What follows belongs to an exercise in optimizing a design on an open flow for small area; a production flow would make more cautious choices. In this exercise RTL edits were held to simulation tests only and were not proved equivalent to the original. Power is estimated from default activity; no workload was simulated.

==> flow/design.v <==
module cdc_codec (
    input  wire        clk,
    input  wire        rst,
    input  wire        tick,
    input  wire        rx_in,
    output reg         tx_out,
    input  wire        tx_start,
    input  wire [63:0] tx_msg,
    output reg         tx_busy,
    output reg         tx_done,
    input  wire        rx_start,
    output wire        rx_busy,
    output reg         rx_done,
    output reg         rx_valid,
    output reg  [63:0] rx_msg,
    output reg  [4:0]  rx_nnib,
    output reg  [2:0]  cause,
    output reg         cmd_reject
);
    localparam [11:0] T0H      = 12'd600;
    localparam [11:0] T0L      = 12'd2400;
    localparam [11:0] T1H      = 12'd1800;
    localparam [11:0] T1L      = 12'd1200;
    localparam [11:0] TH_NOISE = 12'd600;
    localparam [11:0] TH_ONE   = 12'd1400;
    localparam [12:0] WINDOW   = 13'd4000;
    localparam [6:0]  CNTMAX   = 7'd68;
    localparam [2:0] C_OK        = 3'd0;
    localparam [2:0] C_FRAMING   = 3'd1;
    localparam [2:0] C_PARITY    = 3'd2;
    localparam [2:0] C_TIMEOUT   = 3'd4;
    localparam [2:0] C_LINE_BUSY = 3'd5;
    localparam [1:0] R_IDLE = 2'd0;
    localparam [1:0] R_LOW  = 2'd1;
    localparam [1:0] R_HIGH = 2'd2;
    reg [3:0]  q [0:16];    
    reg [4:0]  qlen;        
    reg [4:0]  qk;          
    reg [1:0]  bj;          
    reg        ph;          
    reg [11:0] tm;          
    reg [1:0]  rs;
    reg [67:0] acc;
    reg [6:0]  cnt;
    reg        ovf;
    reg [12:0] t;
    reg [11:0] d;
    assign rx_busy = (rs != R_IDLE);
    wire busy = tx_busy | rx_busy;
    reg [4:0] pk_ndata;           
    reg [3:0] pk_par;             
    reg [3:0] pk_q [0:16];        
    integer   i;
    always @(*) begin
        pk_ndata = 5'd0;
        pk_par   = 4'd0;
        for (i = 0; i < 16; i = i + 1) begin
            if (tx_msg[4*i +: 4] != 4'd0)
                pk_ndata = i[4:0] + 5'd1;
            pk_par = pk_par ^ tx_msg[4*i +: 4];
        end
        pk_par = pk_par + 4'd1;
        for (i = 0; i < 17; i = i + 1) begin
            if (i < pk_ndata)
                pk_q[i] = tx_msg[4*(pk_ndata - 1 - i) +: 4];
            else if (i == pk_ndata)
                pk_q[i] = pk_par;
            else
                pk_q[i] = 4'd0;
        end
    end
    wire [3:0] cur_nib = q[qk];
    wire       cur_bit = cur_nib[bj];
    wire [4:0] nk = (bj == 2'd0) ? qk + 5'd1 : qk;
    wire [1:0] nj = bj - 2'd1;
    wire [3:0] next_nib = q[nk];
    wire       next_bit = next_nib[nj];
    wire [12:0] t_inc = t + 13'd1;
    wire [11:0] d_inc = d + 12'd1;
    wire cls_bit   = (d > TH_NOISE) && (d != TH_ONE);
    wire cls_value = (d > TH_ONE);
    reg [3:0] rx_par;
    always @(*) begin
        rx_par = 4'd0;
        for (i = 1; i < 17; i = i + 1)
            rx_par = rx_par ^ acc[4*i +: 4];
        rx_par = rx_par + 4'd1;
    end
    always @(posedge clk) begin
        if (rst) begin
            tx_out     <= 1'b0;
            tx_busy    <= 1'b0;
            tx_done    <= 1'b0;
            rx_done    <= 1'b0;
            rx_valid   <= 1'b0;
            rx_msg     <= 64'd0;
            rx_nnib    <= 5'd0;
            cause      <= C_OK;
            cmd_reject <= 1'b0;
            for (i = 0; i < 17; i = i + 1)
                q[i] <= 4'd0;
            qlen <= 5'd0;
            qk   <= 5'd0;
            bj   <= 2'd0;
            ph   <= 1'b0;
            tm   <= 12'd0;
            rs   <= R_IDLE;
            acc  <= 68'd0;
            cnt  <= 7'd0;
            ovf  <= 1'b0;
            t    <= 13'd0;
            d    <= 12'd0;
        end else if (tick) begin
            cmd_reject <= 1'b0;
            tx_done    <= 1'b0;
            rx_done    <= 1'b0;
            if (busy) begin
                if (tx_start || rx_start)
                    cmd_reject <= 1'b1;
                if (tx_busy) begin
                    if (tm > 12'd1) begin
                        tm <= tm - 12'd1;
                    end else if (ph) begin
                        ph     <= 1'b0;
                        tm     <= cur_bit ? T1L : T0L;
                        tx_out <= 1'b0;
                    end else if (nk == qlen) begin
                        tx_busy <= 1'b0;
                        tx_done <= 1'b1;
                        cause   <= C_OK;
                    end else begin
                        qk     <= nk;
                        bj     <= nj;
                        ph     <= 1'b1;
                        tm     <= next_bit ? T1H : T0H;
                        tx_out <= 1'b1;
                    end
                end
                if (rs != R_IDLE) begin
                    t <= t_inc;
                    if (rs == R_LOW) begin
                        if (t_inc >= WINDOW) begin
                            rx_close(1'b0);
                        end else if (rx_in) begin
                            d  <= 12'd1;
                            rs <= R_HIGH;
                        end
                    end else begin
                        if (rx_in) begin
                            d <= d_inc;
                            if (d_inc >= WINDOW[11:0])
                                rx_close(1'b1);
                        end else begin
                            rs <= R_LOW;
                            if (cls_bit) begin
                                if (cnt == CNTMAX) begin
                                    ovf <= 1'b1;
                                end else begin
                                    acc <= {acc[66:0], cls_value};
                                    cnt <= cnt + 7'd1;
                                end
                                t <= 13'd0;
                            end else if (t_inc >= WINDOW) begin
                                rx_close(1'b0);
                            end
                        end
                    end
                end
            end else if (tx_start && rx_start) begin
                cmd_reject <= 1'b1;
            end else if (tx_start) begin
                for (i = 0; i < 17; i = i + 1)
                    q[i] <= pk_q[i];
                qlen    <= pk_ndata + 5'd1;
                qk      <= 5'd0;
                bj      <= 2'd3;
                ph      <= 1'b1;
                tm      <= pk_q[0][3] ? T1H : T0H;
                tx_busy <= 1'b1;
                tx_out  <= 1'b1;
            end else if (rx_start) begin
                if (rx_in) begin
                    rx_valid <= 1'b0;
                    cause    <= C_LINE_BUSY;
                    rx_done  <= 1'b1;
                end else begin
                    acc <= 68'd0;
                    cnt <= 7'd0;
                    ovf <= 1'b0;
                    t   <= 13'd0;
                    d   <= 12'd0;
                    rs  <= R_LOW;
                end
            end
        end
    end
    task rx_close(input incomplete);
        begin
            rs      <= R_IDLE;
            rx_done <= 1'b1;
            if (incomplete) begin
                rx_valid <= 1'b0;
                cause    <= C_TIMEOUT;
            end else if (ovf || cnt == 7'd0 || cnt[1:0] != 2'd0) begin
                rx_valid <= 1'b0;
                cause    <= C_FRAMING;
            end else if (rx_par != acc[3:0]) begin
                rx_valid <= 1'b0;
                cause    <= C_PARITY;
            end else begin
                rx_valid <= 1'b1;
                cause    <= C_OK;
                rx_msg   <= acc[67:4];
                rx_nnib  <= cnt[6:2] - 5'd1;
            end
        end
    endtask
endmodule
==> flow/run.sh <==
#!/bin/bash
# synth_recipe.tcl (not shown) runs the flow's synth.tcl, then flattens the netlist and writes it again
# the make line also repeats each setting of config.mk as NAME=value (left out here)
make -C /OpenROAD-flow-scripts/flow DESIGN_CONFIG=/design/flow/config.mk WORK_HOME=/design/flow/orfs CLKGATE_MAP_FILE= SYNTH_SCRIPT=/design/flow/synth_recipe.tcl finish
==> flow/config.mk <==
export PLATFORM = sky130hd
export DESIGN_NAME = cdc_codec
export DESIGN_NICKNAME = cdc_codec
export VERILOG_FILES = /design/flow/design.v
export SDC_FILE = /design/flow/constraint.sdc
export NUM_CORES = 4
export LEC_CHECK = 0
export CAP_MARGIN = 20
export CORE_MARGIN = 2
export CORE_UTILIZATION = 40
export SLEW_MARGIN = 20
==> flow/constraint.sdc <==
create_clock -name core_clock -period 10.0 [get_ports {clk}]
set_input_delay 2.0000 -clock core_clock [delete_from_list [all_inputs] [get_ports {clk}]]
set_output_delay 2.0000 -clock core_clock [all_outputs]
set_load 0.01 [all_outputs]
==> results of run 1 <==
[power by group through the flow]
stage | clock network [mW] | logic, mW | registers [mW]
2_1_floorplan | 0 | 0.521 | 1.15
5_1_grt | 1.31 | 0.935 | 1.15
4_1_cts | 1.27 | 0.862 | 1.15
3_5_place_dp | 0 | 0.859 | 1.17
3_3_place_gp | 0 | 0.858 | 1.17
6_report | 1.25 | 0.892 | 1.15
[routing by layer]
metal,global-route usage,up-vias
li1,-,9489
met1,0.450,10100
met2,0.464,972
met3,0.0640,154
met4,0.0917,2
met5,0,-
[cells in the final DEF (no fill, tap or decap), types with 46 or more instances in the layout]
cell,count
inv_1,46
xnor2_1,150
clkdlybuf4s50_1,147
nand2_1,347
o21ai_0,140
dfxtp_1,274
buf_4,46
mux2i_1,157
nand3_1,54
a21oi_1,234
nor2_1,247
[logic make-up (layout without fill, tap and decap cells)]
group / count (synthesis) / count (layout)
AND/OR/NAND/NOR: 905 / 905
AO/OA/AOI/OAI: 715 / 715
flip-flops: 274 / 274
buffers and inverters: 232 / 305
multiplexers: 222 / 222
XOR/XNOR: 187 / 187
adder cells (fa/ha/maj): 36 / 36
other: 0 / 1
[final cells by class]
type                            count  area [um2]  share of cell area
Sequential cell                   274        5490               0.234
Timing Repair Buffer              193        1820              0.0776
Inverter                           52         198             0.00845
Antenna cell                        1        2.50            0.000107
Tap cell                          672         841              0.0359
Clock inverter                     15         190             0.00812
Clock buffer                       45         932              0.0398
Multi-Input combinational cell   2065       13900               0.596
[final timing paths]
path / start / to / slack, ns
worst max-delay path: tx_msg[42] / q[12][1]$_SDFFE_PP0P_ / 1.67
worst max register to register: qk[0]$_SDFFE_PP0P_ / tm[4]$_SDFFE_PP0P_ / 5.16
worst min-delay path: rx_valid$_SDFFE_PP0P_ / rx_valid$_SDFFE_PP0P_ / 0.46
worst min register to register: rx_valid$_SDFFE_PP0P_ / rx_valid$_SDFFE_PP0P_ / 0.46
[through the flow]
step                      setup WS (ns)  cell area, um2  hold WS, ns
after CTS                          1.89           23400        0.459
after detailed placement           1.33           22300        0.450
after floorplan                    2.42           20300        0.434
after global placement             1.42           22300        0.452
after global routing               1.22           23400        0.483
final                              1.67           23400        0.457
[flip-flops by register name, summed over array words and instances (netlist names), 7 cells and up]
| register | count |
|---|---|
| rx_msg | 64 |
| d | 12 |
| t | 13 |
| tm | 12 |
| cnt | 7 |
| q | 68 |
| acc | 68 |
[worst max-delay path, delay by kind of cell]
kind | cells | cell delay [ns]
buf+inv | 4 | 1.17
compound gates | 7 | 2.10
simple gates | 6 | 2.47
fa+ha+maj | 2 | 0.99
==> impl_metrics.env, run 1 <==
export IMPL_status="finished clean"
export IMPL_max_slew_margin_rel=0.262
export IMPL_clockBufferDepth=3
export IMPL_ys_ff_latch=274
export IMPL_synth_edff_count=0
export IMPL_power_leakage_nw=8.68
export IMPL_io_pins=149
export IMPL_via_per_inst=6.24
export IMPL_finalNetCount=2726
export IMPL_port_buffers=148
export IMPL_drt_iter0_markers=2619
export IMPL_grt_ovfl_total=0
export IMPL_place_gp_congestion=1.01
export IMPL_highest_layer="met5"
export IMPL_cts_made_buffers=34
export IMPL_switchingPower_mw=1.15
export IMPL_cts_setup_buffers=0
export IMPL_synth_compound_area_frac=0.229
export IMPL_antenna_left=0
export IMPL_cts_root_buf="clkbuf_16"
export IMPL_required_ns=10.41
export IMPL_synth_top_area_share=0.270
export IMPL_wl_met1_mm=38.1
export IMPL_fin_cells=3317
export IMPL_wl_met3_mm=7.48
export IMPL_vdd_drop_max_mv=0.105
export IMPL_combPwrFrac=0.271
export IMPL_crit_chain="clkdlybuf4s50_1 > nor4_1 > nand2_1 > o311a_1 > buf_4 > o21ai_0 > ha_1 > nand2_1 > or4_4 > nand2_2 > inv_2 > ha_1 > inv_1 > a21oi_1 > nor3_2 > o21ai_1 > a211oi_1 > a211o_1 > a211oi_1"
export IMPL_row_count=82
export IMPL_synth_adder_area_share=0.0222
export IMPL_cp_end_kind="register"
export IMPL_worstSkewPairLatency_ns=0.54
export IMPL_cts_sinks=274
export IMPL_dr_pass1_iters=8
export IMPL_grt_usage=0.311
export IMPL_cts_repair_resized=0
export IMPL_cp_slowest_cell="nor4_1"
export IMPL_wl_mm=84.1
export IMPL_setup_viol=0
export IMPL_cts_clk_slew_worst_paths_ns=0.06
export IMPL_arrival_ns=8.74
export IMPL_yosys_warnings=4
export IMPL_synthMuxAreaShare=0.136
export IMPL_yosysMostFrequentCell="nand2_1"
export IMPL_p_seq_frac=0.349
export IMPL_min_period_over_period=0.833
export IMPL_grt_first_pass_wirelength_mm=126
export IMPL_p_int_mw=2.14
export IMPL_powerDensity_nw_per_um2=141
export IMPL_yosysSeqAreaShare=0.270
export IMPL_grt_max_degree=76
export IMPL_wire_per_inst_um=25.4
export IMPL_syn_mean_instance_area_um2=7.90
export IMPL_yosys_area_top_type="dfxtp_1"
export IMPL_fin_setup_tns_ns=0
export IMPL_worstMarginPinSlew_ns=1.10
export IMPL_die_h_um=229
export IMPL_drive_above_1_share=0.0893
export IMPL_ys_top_cells_by_area="dfxtp_1 27%, mux2i_1 7.8%, xnor2_1 6.5%, nand2_1 6.4%, a21oi_1 5.8%"
export IMPL_rr_worst_depth=12
export IMPL_yosys_area_share_xor_xnor=0.0867
export IMPL_p_clk_frac=0.380
export IMPL_synth_nets=2677
export IMPL_max_stage_delay_ns=0.72
export IMPL_synthSimpleGateAreaFrac=0.210
export IMPL_dp_cells=3256
export IMPL_skew_ns=0.0185
export IMPL_cts_tree="yes"
export IMPL_dpl_hpwl_mm=63.0
export IMPL_vias=20700
export IMPL_syn_area_um2=20300
export IMPL_hold_depth=2
export IMPL_fin_util=0.467
export IMPL_ys_types=108
export IMPL_switching_share=0.349
export IMPL_hold_class="register to register"
export IMPL_fin_crit_ns=8.33
export IMPL_maxCapViolations=0
export IMPL_dr_wl_met2_mm=36.0
export IMPL_antenna_found_initial=2
export IMPL_finalHoldViolCount=0
export IMPL_async_reset_ff_frac=0
export IMPL_drv_slew=0
export IMPL_die_w_um=229
export IMPL_coreArea_um2=50200
export IMPL_area_growth_pct=15.3
export IMPL_fmax_mhz=120
export IMPL_cts_hold_buffers=0
export IMPL_synth_top_family_by_area="compound AO/OA/AOI/OAI gates"
export IMPL_drc_errors=0
export IMPL_synth_top_flop_cell="dfxtp_1"
export IMPL_critPathLaunchType="primary input"
export IMPL_netlist_instances=2571
export IMPL_rsz0062_at_grt="no"
export IMPL_crit_type="primary input to register"
export IMPL_worst_path_max_fanout=14
export IMPL_fp_dieArea_um2=52600
export IMPL_grt_pass1_vias=19100
export IMPL_start_util=0.405
export IMPL_htree_levels=2
export IMPL_power_mw=3.29
export IMPL_synthTopCellsByCount="347 x nand2_1, 274 x dfxtp_1, 249 x nor2_1"
export IMPL_fillers=4991
==> run 2: changes to the inputs <==
==> flow/design.v (replaced) <==
module cdc_codec (
    input  wire        clk,
    input  wire        rst,
    input  wire        tick,
    input  wire        rx_in,
    output wire        tx_out,
    input  wire        tx_start,
    input  wire [63:0] tx_msg,
    output reg         tx_busy,
    output reg         tx_done,
    input  wire        rx_start,
    output reg         rx_busy,
    output reg         rx_done,
    output reg         rx_valid,
    output reg  [63:0] rx_msg,
    output reg  [4:0]  rx_nnib,
    output reg  [2:0]  cause,
    output reg         cmd_reject
);
    localparam [2:0] C_OK        = 3'd0;
    localparam [2:0] C_FRAMING   = 3'd1;
    localparam [2:0] C_PARITY    = 3'd2;
    localparam [2:0] C_TIMEOUT   = 3'd4;
    localparam [2:0] C_LINE_BUSY = 3'd5;
    reg [67:0] sr;      
    reg [6:0]  cnt;     
    reg [11:0] t;       
    reg [11:0] d;       
    reg [3:0]  px;      
    reg        nrm;     
    reg        hi;      
    wire busy = tx_busy | rx_busy;
    wire       t_end   = (t == 12'd2999);
    wire [3:0] par     = px + 4'd1;
    wire       par_bit = par[~cnt[1:0]];
    wire       cur_bit = cnt[6] ? par_bit : sr[67];
    wire       stop    = (cnt[1:0] == 2'd0) && ((sr[67:64] != 4'd0) || cnt[6]);
    assign tx_out = tx_busy && ((t < 12'd600) || (cur_bit && t < 12'd1800));
    wire w_end   = (t == 12'd3999);           
    wire cls_bit = (d > 12'd600) && (d != 12'd1400);
    wire cls_val = (d > 12'd1400);
    wire [3:0] rx_chk = (px ^ sr[3:0]) + 4'd1;
    reg       sh;       
    reg       sh_in;    
    always @(*) begin
        sh    = 1'b0;
        sh_in = 1'b0;
        if (tx_busy) begin
            sh    = nrm ? !stop : t_end;
            sh_in = 1'b0;
        end else if (rx_busy) begin
            sh    = hi && !rx_in && cls_bit;
            sh_in = cls_val;
        end
    end
    always @(posedge clk) begin
        if (rst) begin
            tx_busy    <= 1'b0;
            tx_done    <= 1'b0;
            rx_busy    <= 1'b0;
            rx_done    <= 1'b0;
            rx_valid   <= 1'b0;
            cause      <= C_OK;
            cmd_reject <= 1'b0;
        end else if (tick) begin
            cmd_reject <= 1'b0;
            tx_done    <= 1'b0;
            rx_done    <= 1'b0;
            if (busy) begin
                if (tx_start || rx_start)
                    cmd_reject <= 1'b1;
                if (sh) begin
                    sr <= {sr[66:0], sh_in};
                    if (rx_busy || !cnt[6])
                        px <= {px[2:0], px[3] ^ (tx_busy ? sr[67] : sh_in)};
                    if (cnt != 7'd69)
                        cnt <= cnt + 7'd1;
                end
                if (tx_busy) begin
                    if (nrm && stop)
                        nrm <= 1'b0;
                    t <= t_end ? 12'd0 : t + 12'd1;
                    if (t_end && cnt == 7'd67) begin
                        tx_busy <= 1'b0;
                        tx_done <= 1'b1;
                        cause   <= C_OK;
                    end
                end
                if (rx_busy) begin
                    if (!w_end)
                        t <= t + 12'd1;
                    if (!hi) begin
                        if (w_end) begin
                            rx_close(1'b0);
                        end else if (rx_in) begin
                            d  <= 12'd1;
                            hi <= 1'b1;
                        end
                    end else begin
                        if (rx_in) begin
                            d <= d + 12'd1;
                            if (d == 12'd3999)
                                rx_close(1'b1);
                        end else begin
                            hi <= 1'b0;
                            if (cls_bit)
                                t <= 12'd0;
                            else if (w_end)
                                rx_close(1'b0);
                        end
                    end
                end
            end else if (tx_start && rx_start) begin
                cmd_reject <= 1'b1;
            end else if (tx_start) begin
                sr      <= {tx_msg, 4'd0};
                cnt     <= 7'd0;
                px      <= 4'd0;
                t       <= 12'd0;
                nrm     <= 1'b1;
                tx_busy <= 1'b1;
            end else if (rx_start) begin
                if (rx_in) begin
                    rx_valid <= 1'b0;
                    cause    <= C_LINE_BUSY;
                    rx_done  <= 1'b1;
                end else begin
                    sr      <= 68'd0;
                    cnt     <= 7'd0;
                    px      <= 4'd0;
                    t       <= 12'd0;
                    hi      <= 1'b0;
                    rx_busy <= 1'b1;
                end
            end
        end
    end
    task rx_close(input incomplete);
        begin
            rx_busy <= 1'b0;
            rx_done <= 1'b1;
            if (incomplete) begin
                rx_valid <= 1'b0;
                cause    <= C_TIMEOUT;
            end else if (cnt == 7'd0 || cnt[1:0] != 2'd0) begin
                rx_valid <= 1'b0;
                cause    <= C_FRAMING;
            end else if (rx_chk != sr[3:0]) begin
                rx_valid <= 1'b0;
                cause    <= C_PARITY;
            end else begin
                rx_valid <= 1'b1;
                cause    <= C_OK;
                rx_msg   <= sr[67:4];
                rx_nnib  <= cnt[6:2] - 5'd1;
            end
        end
    endtask
endmodule
==> impl_metrics.env, run 2 <==
export IMPL_status="finished clean"
export IMPL_drt_iter0_markers=399
export IMPL_cts_tree="yes"
export IMPL_row_count=52
export IMPL_highest_layer="met4"
export IMPL_fmax_mhz=202
export IMPL_dpl_hpwl_mm=12.5
export IMPL_die_h_um=148
export IMPL_yosysSeqAreaShare=0.654
export IMPL_area_growth_pct=27.5
export IMPL_largest_reg_flops=68
export IMPL_top_register="sr"
export IMPL_power_mw=1.66
export IMPL_arrival_ns=5.01
export IMPL_via_per_inst=5.24
export IMPL_wl_met3_mm=1.13
export IMPL_yosysMostFrequentCell="edfxtp_1"
export IMPL_crit_chain="clkdlybuf4s50_1 > inv_1 > nor2_1 > o31a_1 > nor2b_4 > buf_4"
export IMPL_worstSkewPairLatency_ns=0.43
export IMPL_switchingPower_uw=405
export IMPL_synth_top_flop_cell="edfxtp_1"
export IMPL_worst_path_max_fanout=68
export IMPL_p_seq_frac=0.528
export IMPL_cp_end_kind="register"
export IMPL_cts_hold_buffers=0
export IMPL_skew_ns=0.0118
export IMPL_wl_met1_mm=8.26
export IMPL_crit_family="buffers and inverters"
export IMPL_syn_area_um2=8260
export IMPL_fin_setup_tns_ns=0
export IMPL_maxCapViolations=0
export IMPL_yosys_area_top_type="edfxtp_1"
export IMPL_max_stage_delay_ns=0.76
export IMPL_syn_mean_instance_area_um2=11.6
export IMPL_port_buffers=148
export IMPL_synth_top_area_share=0.632
export IMPL_dr_pass1_iters=5
export IMPL_antenna_left=0
export IMPL_cts_setup_buffers=0
export IMPL_combPwrFrac=0.080
export IMPL_powerDensity_nw_per_um2=158
export IMPL_grt_max_degree=86
export IMPL_grt_first_pass_wirelength_mm=29.8
export IMPL_grt_ovfl_total=0
export IMPL_ys_types=68
export IMPL_antenna_found_initial=0
export IMPL_final_cell_mix="174 x edfxtp_1, 156 x nand2_1, 147 x clkdlybuf4s50_1"
export IMPL_ys_ff_latch=183
export IMPL_cts_root_buf="clkbuf_16"
export IMPL_cts_sinks=183
export IMPL_antenna_cells=0
export IMPL_drive_above_1_share=0.0667
export IMPL_cts_clk_slew_worst_paths_ns=0.07
export IMPL_p_int_mw=1.25
export IMPL_synth_nets=792
export IMPL_finalNetCount=923
export IMPL_crit_type="primary input to register"
export IMPL_clockBufferDepth=2
export IMPL_netlist_instances=711
export IMPL_switching_share=0.244
export IMPL_cp_slowest_cell="clkdlybuf4s50_1"
export IMPL_final_common_cell="edfxtp_1"
export IMPL_synthTopCellsByCount="174 x edfxtp_1, 156 x nand2_1, 85 x nand3_1"
export IMPL_p_clk_frac=0.392
export IMPL_rsz0062_at_grt="no"
export IMPL_worstMarginPinSlew_ns=0.921
export IMPL_power_leakage_nw=3.76
export IMPL_async_reset_ff_frac=0
export IMPL_htree_levels=4
export IMPL_dr_wl_met2_mm=8.97
export IMPL_min_period_over_period=0.496
export IMPL_fin_crit_ns=4.96
export IMPL_yosys_warnings=1
export IMPL_grt_pass1_vias=5679
export IMPL_finalHoldViolCount=0
export IMPL_vias=5891
export IMPL_synth_edff_count=174
export IMPL_drv_slew=0
export IMPL_hold_class="register to register"
export IMPL_die_w_um=148
export IMPL_vdd_drop_max_mv=0.172
export IMPL_required_ns=10.05
export IMPL_cts_made_buffers=17
export IMPL_start_util=0.408
export IMPL_largestRegisters="sr x68, rx_msg x64"
export IMPL_max_slew_margin_rel=0.386
export IMPL_drc_errors=0
export IMPL_fp_dieArea_um2=21800
export IMPL_ys_top_cells_by_area="edfxtp_1 63%, nand2_1 7.1%, nand3_1 5.1%, dfxtp_1 2.2%, nor2_1 2.1%"
export IMPL_cts_repair_resized=0
export IMPL_io_pins=149
export IMPL_setup_viol=0
export IMPL_hold_ws_ns=0.450
export IMPL_grt_usage=0.174
export IMPL_wl_mm=18.6
export IMPL_coreArea_um2=20200
export IMPL_path_buf_inv=3
export IMPL_place_gp_congestion=0.879
export IMPL_wire_per_inst_um=16.5
export IMPL_critPathLaunchType="primary input"
[run 2: cell count changes after synthesis, sizes merged, moves of 156 or more]
cell | previous run | this run
dfxtp | 274 | 9
mux2i | 158 | 2
nor2 | 250 | 46
nand2 | 348 | 156
edfxtp | 0 | 174
a21oi | 235 | 19
[run 2: worst paths after layout]
kind | endpoint | slack (ns) | startpoint | cells after the start
max | sr[12]$_DFFE_PP_ | 5.04 | tick | 6
max reg2reg | rx_msg[59]$_DFFE_PP_ | 6.68 | px[0]$_SDFFCE_PP0P_ | 10
min reg2reg | rx_msg[27]$_DFFE_PP_ | 0.45 | sr[31]$_DFFE_PP_ | 0
min | rx_msg[27]$_DFFE_PP_ | 0.45 | sr[31]$_DFFE_PP_ | 0
[run 2: layout make-up]
type,count,area [um2]
clock buffers,18,429
clock inverters,14,151
fillers,1765,9700
inverters,17,63.8
multi-input cells,470,2630
flip-flops and latches,183,5410
well taps,270,338
repair buffers,153,1510
[run 2: metrics by stage]
step                      worst slack (ns)  instances   util  instance area [um2]
after CTS                             5.11       1125  0.520                10500
after detailed placement              4.65       1093  0.492                 9950
after global routing                  4.82       1125  0.521                10500
after floorplan                      0.421        711      -                 8260
after global placement                4.78       1093  0.492                 9950
final                                 5.04       1125  0.521                10500
[run 2: cells by family (layout without fill, tap and decap cells)]
family                     after synthesis  count (layout)  share of synthesized area
and+or+nand+nor                        351             351                      0.197
DFF                                    183             183                      0.654
AOI/OAI and AO/OA                       78              78                     0.0710
buffers and inverters                   58             202                     0.0292
xor gates and xnor gates                28              28                     0.0297
adders and majority gates               11              11                     0.0167
muxes                                    2               2                    0.00242
[run 2: power by group through the flow]
stage / registers [mW] / logic (mW) / clock network, mW
after floorplan: 0.889 / 0.0783 / 0
after global placement: 0.892 / 0.130 / 0
after detailed placement: 0.893 / 0.133 / 0
after CTS: 0.876 / 0.134 / 0.665
after global routing: 0.879 / 0.147 / 0.694
final: 0.876 / 0.132 / 0.651
[run 2: metal layers]
metal	vias up	GRT usage
li1	2825	-
met1	2843	0.231
met2	205	0.287
met3	18	0.0343
met4	0	0.0630
met5	-	0
[run 2: worst reg2reg max path, stage by stage (launching register included)]
cell      delay, ns
edfxtp_1       0.49
xnor2_1        0.28
inv_1          0.07
ha_1           0.31
xnor2_1        0.16
nand3_1        0.10
nor2_1         0.27
and3b_1        0.26
nand2_1        0.08
nor4_2         0.16
buf_4          0.71

[what the ideal ports hide]
No port has a modelled driver above. Below, the same layouts with a new extraction and two added sets of constraints.
Step 1 sets driving cells, clkbuf_16 on the clock port and buf_2 on the other inputs (assumed; they add their load-dependent delay and slew).
Step 2 times the ports against the registers' clock, not the clock port: input delays grow and output delays shrink by t, the midpoint of the rising clock arrivals with the driver on.
a / b / c = no drivers / after step 1 / after step 2; a / b = the first two.
| run | t, ns | setup WS [ns] | worst hold slack (ns) | slew at the worst register clock pin (ns) | worst data-port slew with drivers (ns) |
|---|---|---|---|---|---|
| run 1 | 0.595 | 1.670 / 1.706 / 1.111 | 0.457 / 0.457 / 0.457 | 0.06 / 0.06 | 0.05 |
| run 2 | 0.470 | 5.040 / 5.059 / 4.589 | 0.450 / 0.450 / 0.450 | 0.08 / 0.08 | 0.05 |
After both steps every run listed still meets setup and hold. For run 1, which loses most, drivers alone change the setup slack by +0.036 ns; drivers and shift together by -0.559 ns.
